This is an optimization exercise on Yosys and OpenROAD, whose aim is small area, a short achievable clock period and few clock cycles, not a production implementation. Function was checked by simulation only, so behaviour that the tests miss may differ from the original.

### config.mk
export PLATFORM = sky130hd
export DESIGN_NAME = sappy_voice
export DESIGN_NICKNAME = sappy_voice
export VERILOG_FILES = /design/flow/design.v
export SDC_FILE = /design/flow/constraint.sdc
export NUM_CORES = 8
export LEC_CHECK = 0
export CAP_MARGIN = 20
export CORE_MARGIN = 2
export CORE_UTILIZATION = 25
export PLACE_DENSITY = 0.42
export SLEW_MARGIN = 20
### constraint.sdc
create_clock -name core_clock -period 24.0 [get_ports {clk}]
set_input_delay 4.8000 -clock core_clock [delete_from_list [all_inputs] [get_ports {clk}]]
set_output_delay 4.8000 -clock core_clock [all_outputs]
set_load 0.01 [all_outputs]
### design.v
module sappy_chan (
    input             clk,
    input             rst,
    input             note_we,
    input      [65:0] note_arg,
    input             mod_we,
    input      [38:0] mod_arg,
    input             tick_en,
    input             gain_we,
    input       [7:0] gl_in,
    input       [7:0] gr_in,
    input             inc_we,
    input      [35:0] inc_in,
    input             frame_en,
    input             stop,
    output            live,
    output signed [16:0] out_l,
    output signed [16:0] out_r,
    output reg  [6:0] key,
    output reg  [6:0] vel,
    output reg  [7:0] env,
    output reg        kind,
    output reg signed [6:0] bend,
    output reg signed [8:0] vib,
    output reg  [6:0] vol,
    output reg signed [8:0] trem,
    output reg  [6:0] pan
);
    localparam ST_IDLE = 3'd0, ST_ATT = 3'd1, ST_DEC = 3'd2, ST_SUS = 3'd3, ST_REL = 3'd4;
    reg  [2:0]  st;
    reg  [15:0] gate;
    reg  [1:0]  duty;
    reg         shrt;
    reg  [7:0]  a_r, d_r, s_r, r_r;
    reg  [31:0] phase;
    reg  [14:0] lfsr;
    reg  [35:0] inc;
    reg  [7:0]  gl, gr;
    assign live = (st != ST_IDLE);
    reg [2:0] st_a, st_b;
    reg [15:0] gate_n;
    reg [8:0]  env_b;
    always @(*) begin
        st_a   = st;
        gate_n = gate;
        if (st == ST_ATT || st == ST_DEC || st == ST_SUS) begin
            if (gate == 16'd0) st_a = ST_REL;
            else               gate_n = gate - 16'd1;
        end
        st_b  = st_a;
        env_b = {1'b0, env};
        case (st_a)
            ST_ATT: begin
                env_b = env + a_r;
                if (env_b > 9'd255) env_b = 9'd255;
                if (env_b == 9'd255) st_b = ST_DEC;
            end
            ST_DEC: begin
                if ({1'b0, env} < {1'b0, s_r} + {1'b0, d_r}) env_b = {1'b0, s_r};
                else                                         env_b = env - d_r;
                if (env_b[7:0] == s_r) st_b = ST_SUS;
            end
            ST_REL: begin
                if (r_r == 8'd0 || env <= r_r) env_b = 9'd0;
                else                           env_b = env - r_r;
                if (env_b == 9'd0) st_b = ST_IDLE;
            end
            default: ;
        endcase
    end
    reg [2:0] duty_lim;
    always @(*) begin
        case (duty)
            2'd0: duty_lim = 3'd1;
            2'd1: duty_lim = 3'd2;
            2'd2: duty_lim = 3'd4;
            default: duty_lim = 3'd6;
        endcase
    end
    wire high = kind ? (lfsr[0] == 1'b0) : (phase[31:29] < duty_lim);
    wire signed [16:0] gl_s = {9'd0, gl};
    wire signed [16:0] gr_s = {9'd0, gr};
    assign out_l = !live ? 17'sd0 : high ? (gl_s * 17'sd127) : -(gl_s * 17'sd128);
    assign out_r = !live ? 17'sd0 : high ? (gr_s * 17'sd127) : -(gr_s * 17'sd128);
    wire [36:0] total = {5'd0, phase} + {1'b0, inc};
    reg  [14:0] lfsr_n;
    reg  [14:0] x;
    reg         b;
    integer k;
    always @(*) begin
        x = lfsr;
        for (k = 0; k < 15; k = k + 1) begin
            if (k < total[36:32]) begin
                b = x[0] ^ x[1];
                x = {b, x[14:1]};
                if (shrt) x[6] = b;
            end
        end
        lfsr_n = x;
    end
    always @(posedge clk) begin
        if (rst) begin
            st   <= ST_IDLE;
            bend <= 7'sd0;
            vib  <= 9'sd0;
            vol  <= 7'd0;
            trem <= 9'sd0;
            pan  <= 7'd0;
        end else begin
            if (stop) st <= ST_IDLE;
            if (note_we) begin
                st    <= ST_ATT;
                env   <= 8'd0;
                key   <= note_arg[6:0];
                vel   <= note_arg[13:7];
                gate  <= note_arg[29:14];
                kind  <= note_arg[30];
                duty  <= note_arg[32:31];
                shrt  <= note_arg[33];
                a_r   <= note_arg[41:34];
                d_r   <= note_arg[49:42];
                s_r   <= note_arg[57:50];
                r_r   <= note_arg[65:58];
                phase <= 32'd0;
                lfsr  <= 15'h7FFF;
                inc   <= 36'd0;
                gl    <= 8'd0;
                gr    <= 8'd0;
            end
            if (mod_we) begin
                bend <= mod_arg[6:0];
                vib  <= mod_arg[15:7];
                vol  <= mod_arg[22:16];
                trem <= mod_arg[31:23];
                pan  <= mod_arg[38:32];
            end
            if (tick_en && live) begin
                st   <= st_b;
                gate <= gate_n;
                env  <= env_b[7:0];
            end
            if (gain_we) begin
                gl <= gl_in;
                gr <= gr_in;
            end
            if (inc_we) inc <= inc_in;
            if (frame_en && live) begin
                phase <= total[31:0];
                if (kind) lfsr <= lfsr_n;
            end
        end
    end
endmodule
module sappy_voice (
    input             clk,
    input             rst,
    input             cmd_valid,
    output            cmd_ready,
    input      [2:0]  cmd_op,
    input      [3:0]  cmd_ch,
    input      [65:0] cmd_arg,
    output reg        frame_valid,
    output reg [15:0] frame_l,
    output reg [15:0] frame_r,
    output reg [11:0] frame_live
);
    localparam NCH = 12;
    localparam OP_NOTE = 3'd1, OP_MOD = 3'd2, OP_TICK = 3'd3, OP_FRAME = 3'd4, OP_STOP = 3'd5;
    localparam S_IDLE = 2'd0, S_RC = 2'd1, S_DIV = 2'd2;
    reg [1:0]  fsm;
    reg [3:0]  rj;           
    reg [5:0]  dcnt;         
    reg [43:0] dvd;          
    reg [8:0]  rem;
    assign cmd_ready = (fsm == S_IDLE);
    wire acc = cmd_valid && cmd_ready;
    wire do_note  = acc && cmd_op == OP_NOTE;
    wire do_mod   = acc && cmd_op == OP_MOD;
    wire do_tick  = acc && cmd_op == OP_TICK;
    wire do_frame = acc && cmd_op == OP_FRAME;
    wire do_stop  = acc && cmd_op == OP_STOP;
    wire [NCH-1:0]        live;
    wire signed [16:0]    ch_l [0:NCH-1];
    wire signed [16:0]    ch_r [0:NCH-1];
    wire [6:0]            c_key  [0:NCH-1];
    wire [6:0]            c_vel  [0:NCH-1];
    wire [7:0]            c_env  [0:NCH-1];
    wire                  c_kind [0:NCH-1];
    wire signed [6:0]     c_bend [0:NCH-1];
    wire signed [8:0]     c_vib  [0:NCH-1];
    wire [6:0]            c_vol  [0:NCH-1];
    wire signed [8:0]     c_trem [0:NCH-1];
    wire [6:0]            c_pan  [0:NCH-1];
    wire       rc_load = (fsm == S_RC) && live[rj];
    wire       div_last = (fsm == S_DIV) && dcnt == 6'd0;
    wire [7:0] gl_new, gr_new;
    wire [35:0] inc_new;
    genvar g;
    generate
        for (g = 0; g < NCH; g = g + 1) begin : ch
            sappy_chan u_ch (
                .clk(clk), .rst(rst),
                .note_we(do_note && cmd_ch == g), .note_arg(cmd_arg),
                .mod_we(do_mod && cmd_ch == g),   .mod_arg(cmd_arg[38:0]),
                .tick_en(do_tick),
                .gain_we(rc_load && rj == g), .gl_in(gl_new), .gr_in(gr_new),
                .inc_we(div_last && rj == g), .inc_in(inc_new),
                .frame_en(do_frame),
                .stop(do_stop),
                .live(live[g]), .out_l(ch_l[g]), .out_r(ch_r[g]),
                .key(c_key[g]), .vel(c_vel[g]), .env(c_env[g]), .kind(c_kind[g]),
                .bend(c_bend[g]), .vib(c_vib[g]), .vol(c_vol[g]), .trem(c_trem[g]),
                .pan(c_pan[g])
            );
        end
    endgenerate
    function [17:0] semi;    
        input [3:0] n;
        case (n)
            4'd0:  semi = 18'd65536;
            4'd1:  semi = 18'd69433;
            4'd2:  semi = 18'd73562;
            4'd3:  semi = 18'd77936;
            4'd4:  semi = 18'd82570;
            4'd5:  semi = 18'd87480;
            4'd6:  semi = 18'd92682;
            4'd7:  semi = 18'd98193;
            4'd8:  semi = 18'd104032;
            4'd9:  semi = 18'd110218;
            4'd10: semi = 18'd116772;
            4'd11: semi = 18'd123715;
            default: semi = 18'd131072;
        endcase
    endfunction
    wire signed [15:0] p_raw = $signed({2'b00, c_key[rj], 6'd0}) + 2 * c_bend[rj] + c_vib[rj];
    wire [12:0] p_cl  = p_raw < 0 ? 13'd0 : p_raw > 8191 ? 13'd8191 : p_raw[12:0];
    wire [13:0] q     = p_cl + 14'd4032;             
    wire [7:0]  s     = q[13:6];
    wire [5:0]  f     = q[5:0];
    wire [3:0]  oct   = s / 12;
    wire [3:0]  n     = s % 12;
    wire [17:0] t0    = semi(n);
    wire [17:0] t1    = semi(n + 4'd1);
    wire [22:0] dt    = (t1 - t0) * f;
    wire [16:0] m     = t0 + dt[22:6];
    wire [23:0] fq    = c_kind[rj] ? 24'd14417920 : 24'd450560;
    wire [40:0] fm    = fq * m;
    wire [55:0] fmo   = {15'd0, fm} << oct;
    wire [43:0] num   = fmo[55:12];                  
    wire signed [9:0] ve_raw = $signed({3'b000, c_vol[rj]}) + c_trem[rj];
    wire [6:0]  ve    = ve_raw < 0 ? 7'd0 : ve_raw > 127 ? 7'd127 : ve_raw[6:0];
    wire [21:0] evv   = c_env[rj] * c_vel[rj] * ve;
    wire [7:0]  amp   = evv[21:14];
    wire [14:0] ar    = amp * c_pan[rj];
    wire [15:0] al    = amp * (8'd128 - c_pan[rj]);
    assign gr_new = ar[14:7];
    assign gl_new = al[14:7];
    wire [9:0] rem_sh = {rem, dvd[43]};
    wire       ge     = rem_sh >= 10'd375;
    wire [9:0] rem_nx = ge ? rem_sh - 10'd375 : rem_sh;
    assign inc_new = {dvd[34:0], ge};
    always @(posedge clk) begin
        if (rst) begin
            fsm <= S_IDLE;
            rj  <= 4'd0;
        end else begin
            case (fsm)
                S_IDLE: if (do_tick) begin
                    fsm <= S_RC;
                    rj  <= 4'd0;
                end
                S_RC: begin
                    if (live[rj]) begin
                        dvd  <= num;
                        rem  <= 9'd0;
                        dcnt <= 6'd43;
                        fsm  <= S_DIV;
                    end else if (rj == NCH - 1) begin
                        fsm <= S_IDLE;
                    end else begin
                        rj <= rj + 4'd1;
                    end
                end
                S_DIV: begin
                    dvd  <= {dvd[42:0], ge};
                    rem  <= rem_nx[8:0];
                    dcnt <= dcnt - 6'd1;
                    if (dcnt == 6'd0) begin
                        if (rj == NCH - 1) fsm <= S_IDLE;
                        else begin
                            rj  <= rj + 4'd1;
                            fsm <= S_RC;
                        end
                    end
                end
                default: fsm <= S_IDLE;
            endcase
        end
    end
    reg signed [19:0] sum_l, sum_r;
    integer j;
    always @(*) begin
        sum_l = 20'sd0;
        sum_r = 20'sd0;
        for (j = 0; j < NCH; j = j + 1) begin
            sum_l = sum_l + ch_l[j];
            sum_r = sum_r + ch_r[j];
        end
    end
    function [15:0] sat16;
        input signed [19:0] v;
        sat16 = v > 20'sd32767 ? 16'h7FFF : v < -20'sd32768 ? 16'h8000 : v[15:0];
    endfunction
    always @(posedge clk) begin
        if (rst) begin
            frame_valid <= 1'b0;
        end else begin
            frame_valid <= do_frame;
            if (do_frame) begin
                frame_l    <= sat16(sum_l);
                frame_r    <= sat16(sum_r);
                frame_live <= live;
            end
        end
    end
endmodule
### run.sh
#!/bin/bash
# synth_recipe.tcl (not shown) runs the flow's synth.tcl, then flattens the netlist and writes it again
# the make line also repeats each setting of config.mk as NAME=value (left out here)
make -C /OpenROAD-flow-scripts/flow DESIGN_CONFIG=/design/flow/config.mk WORK_HOME=/design/flow/orfs CLKGATE_MAP_FILE= SYNTH_SCRIPT=/design/flow/synth_recipe.tcl finish
==> impl.org <==
** Outcome
- Outcome :: finished clean

** Timing
- The clock period could shrink to 22,610 ps.
- Max-slew violation count :: 0
- Slew @ Worst Pin :: 1140 ps
- Worst-case clock skew :: 93.4 ps
- RSZ-0062 raised after global routing :: no
- The worst path meets setup with 1390 ps of slack.
- After routing, the total negative slack on setup checks comes to 0 ps.
- Period utilisation layout :: 0.942
- Based on the critical path, the design can be clocked at up to 44.2 MHz.
- Worst slack on hold paths :: between 400 and 500 ps
- Max-slew headroom :: 0.221
- Setup violations remaining at the end of the flow were counted as 0.
- The number of hold violations in the final report was 0.

** Synthesis
- EDFF count, synth :: approximately 2,200
- For this run, the register share of the synthesized area comes to 0.295.
- Of the post-synthesis cell area, the dominant cell type holds 0.255.
- Mapped cell area :: approximately 260,000 µm²
- Library cell with the highest instance count after synthesis :: sky130_fd_sc_hd__nand2_1
- Sorting the synthesized cells by area gives the leading types as sky130_fd_sc_hd__edfxtp_1, sky130_fd_sc_hd__ha_1, sky130_fd_sc_hd__fa_1, sky130_fd_sc_hd__a21oi_1, sky130_fd_sc_hd__nand2_1.
- By count the netlist is led by sky130_fd_sc_hd__nand2_1, sky130_fd_sc_hd__inv_1, sky130_fd_sc_hd__nor2_1, sky130_fd_sc_hd__a21oi_1, sky130_fd_sc_hd__ha_1.
- The synthesized design spends more area on one cell type than any other, namely sky130_fd_sc_hd__edfxtp_1.
- In the synthesized netlist the dominant register cell turns out to be sky130_fd_sc_hd__edfxtp_1.
- Counting flops and latches in the post-synthesis netlist gives 2,690.
- After synthesis, the mean cell area works out to 8.86 µm².
- In this run, distinct cell masters in the synthesized netlist total 141.
- Syn Nets :: 32,524
- Of all flip-flops after synthesis, the portion carrying an async set or reset was 0.
- Synthesis produced a netlist whose cell count is 28,946.
- Synth Warn # :: 2

** Setup path
- STA classifies the critical path startpoint as a register.
- Type of the worst setup path :: register to register
- CP arrival :: about 23,000 ps
- The slowest stage of the critical path belongs to the cell sky130_fd_sc_hd__fa_1.
- The largest single stage delay on the critical path is approximately 570 ps.
- STA classifies the critical path endpoint as a register.
- STA puts the critical path data required time at 24,750 ps.
- In this run the worst path has a maximum fanout of 26.
- Most numerous cell on the critical path :: sky130_fd_sc_hd__ha_1
- Together, buffers and inverters on the worst path number 11.
- The cell family contributing the most delay on the critical path is adder cells.

** Final layout
- Final standard cell area without fillers :: 288,000 µm²
- Signed area change from the synthesized netlist to the final layout :: 12.4%
- Of the cells placed in the final design, the portion with a size suffix greater than 1 is 0.0691.
- The net count of the finished layout is 32,298.

** Placed design
- Once placement finished, the instance area stood at 276,000 µm².
- At the end of routability-driven placement, the weighted congestion stood at 0.916.
- Total of buffers placed on input and output ports :: 121
- Setup slack after placement :: about 460 ps
- Detailed placement ended at an HPWL of 793,000 µm.

** Clock network
- Clock network latency to the later pin of the worst-skew pair :: 1080 ps
- The clock passes through at most 4 buffers.
- The clock net in this run drives a total of roughly 2,700 sinks.
- CTS Buf Count :: 350
- CTS built an H-tree with a depth of 5.
- CTS tree :: yes
- After clock tree synthesis, the clock-pin slew on the worst setup and hold paths is 60 ps.
- In this run the clock root is driven by a sky130_fd_sc_hd__clkbuf_16.

** Route
- Wires add up to 1,090,000 µm.
- For this run, design rule violations remaining after detail routing come to 0.
- Post-detailed-route count of antenna-violating nets :: 0
- Iteration-0 DRC count of the detailed router :: 22,288
- Dividing the detail-routed wire length by the instance count gives 25.3 µm.
- The pre-antenna-repair detailed-routing pass consisted of 9 iterations.
- Count of vias placed by the detailed router :: 224,633
- Using the TritonRoute via totals, the vias-per-cell ratio works out to 5.24.

** Global route
- Entering global routing, the biggest net connects 98 pins.
- The first global-routing pass estimated 1,570,000 µm of wire.
- Vias in the first global route :: 220,353
- Initial antenna violation count :: 179
- The total overflow left after global routing is 0.
- Overall track demand over capacity in global routing :: 0.202

** Die
- DIE WIDTH :: roughly 1000 µm
- Die Area :: 1,030,000 µm²
- The initialized floorplan defines 372 standard-cell rows.
- Count of boundary I/O pins :: 122
- In this run the vertical extent of the chip is 1020 µm.
- The region available for standard cell placement spans between 1,000,000 and 1,500,000 µm².
- For this configuration, the core starts out at a cell density of 0.250.

** Flow run
- Max-cap violations :: 0

** Min path
- The min-delay analysis places its worst path in the category register to register.
## worst min-delay path: stages (launching register included)
cell and delay (ps):
sky130_fd_sc_hd__dfxtp_1 310, sky130_fd_sc_hd__nand2_1 50, sky130_fd_sc_hd__a21oi_1 50
## routing by layer
metal,GRT usage,wire length [µm],vias up
li1,-,-,103269
met1,0.277,482000,111843
met2,0.327,497000,8069
met3,0.0312,74800,1374
met4,0.0617,31800,78
met5,0,498,-
## logic make-up (layout without fill, tap and decap cells)
kind of cell,count (synthesis),after routing,share of synthesized area
buffers and inverters,3941,4008,0.0582
flip-flops,2690,2690,0.295
AND/OR/NAND/NOR,8704,8706,0.155
adder cells (fa/ha/maj),3505,3505,0.209
other,0,220,0
multiplexers,420,420,0.0174
XOR/XNOR,1699,1699,0.0583
AO/OA/AOI/OAI,7987,7987,0.207
## registers in the layout (all words and copies together) (netlist names), 108 cells and up
register and cells:
ch.u_ch.vib 108, ch.u_ch.phase 384, ch.u_ch.trem 108, ch.u_ch.inc 432, ch.u_ch.lfsr 180, ch.u_ch.gate 192
## through the flow
| step | util | cells |
|---|---|---|
| 6_report | 0.281 | 42886 |
| 5_1_grt | 0.281 | 42726 |
| 4_1_cts | 0.280 | 42640 |
| 3_5_place_dp | 0.269 | 41993 |
| 3_3_place_gp | 0.269 | 41987 |
| 2_1_floorplan | - | 28946 |
## cell usage in the layout (no fill, tap or decap), drive strengths merged, types with 242 or more instances in the layout
master,instances
a31oi,324
inv,2560
nand3,472
o211ai,255
ha,2215
o21ai,1362
dfxtp,511
a211oi,355
nand2,3110
buf,721
mux2i,282
a22oi,254
a21oi,2344
nor2b,242
and3,558
nor2,2502
clkbuf,434
o21bai,431
edfxtp,2179
nor3,502
xor2,505
a21o,589
fa,1287
and2,259
xnor2,1193
## layout make-up
cell class | count | area, µm²
inverters | 2546 | 9570
flip-flops and latches | 2690 | 75700
clock inverters | 213 | 2340
clock buffers | 434 | 9360
multi-input cells | 22317 | 167000
diodes | 220 | 551
repair buffers | 815 | 6500
well taps | 13651 | 17100
fillers | 109087 | 736000
## worst paths after layout
kind	from	depth (start not counted)	to	slack, ps
max	rj[1]	96	dvd[35]	1390
min	ch[7].u_ch.trem[5]	2	ch[7].u_ch.trem[5]	450
max reg2reg	rj[1]	96	dvd[35]	1390
min reg2reg	ch[7].u_ch.trem[5]	2	ch[7].u_ch.trem[5]	450
## timing repair
| action | in CTS | in global routing |
|---|---|---|
| resized for setup | 0 | 46 |
| buffers inserted | 0 | 22 |
| endpoints found under the setup margin | 0 | 27 |
| hold buffers | 0 | 0 |
Testbench counts, summed over its fixed seeds: cycles 216,125.

afterwards: timing with drivers on the ports:
No port has a modelled driver above. Below, the same layout with a new extraction and two added sets of constraints.
Step 1, drivers: a clkbuf_16 drives clk and a buf_2 each remaining input, both assumed.
Step 2 also shifts input and output timing later by t, the mid clock arrival at the registers, as if the neighbouring blocks saw the same clock.
Three values: ideal, step 1, step 2; two values: the first two.
t, ns: 1.191
setup slack, ns: 1.394 / 1.394 / 1.394
hold WS [ns]: 0.453 / 0.453 / 0.453
worst setup path after step 2: register to register
worst register clock-pin slew, ns: 0.07 / 0.07
After both steps setup and hold are still met in this run. The setup slack of this run moves by 0.000 ns with the drivers and by 0.000 ns with both steps.
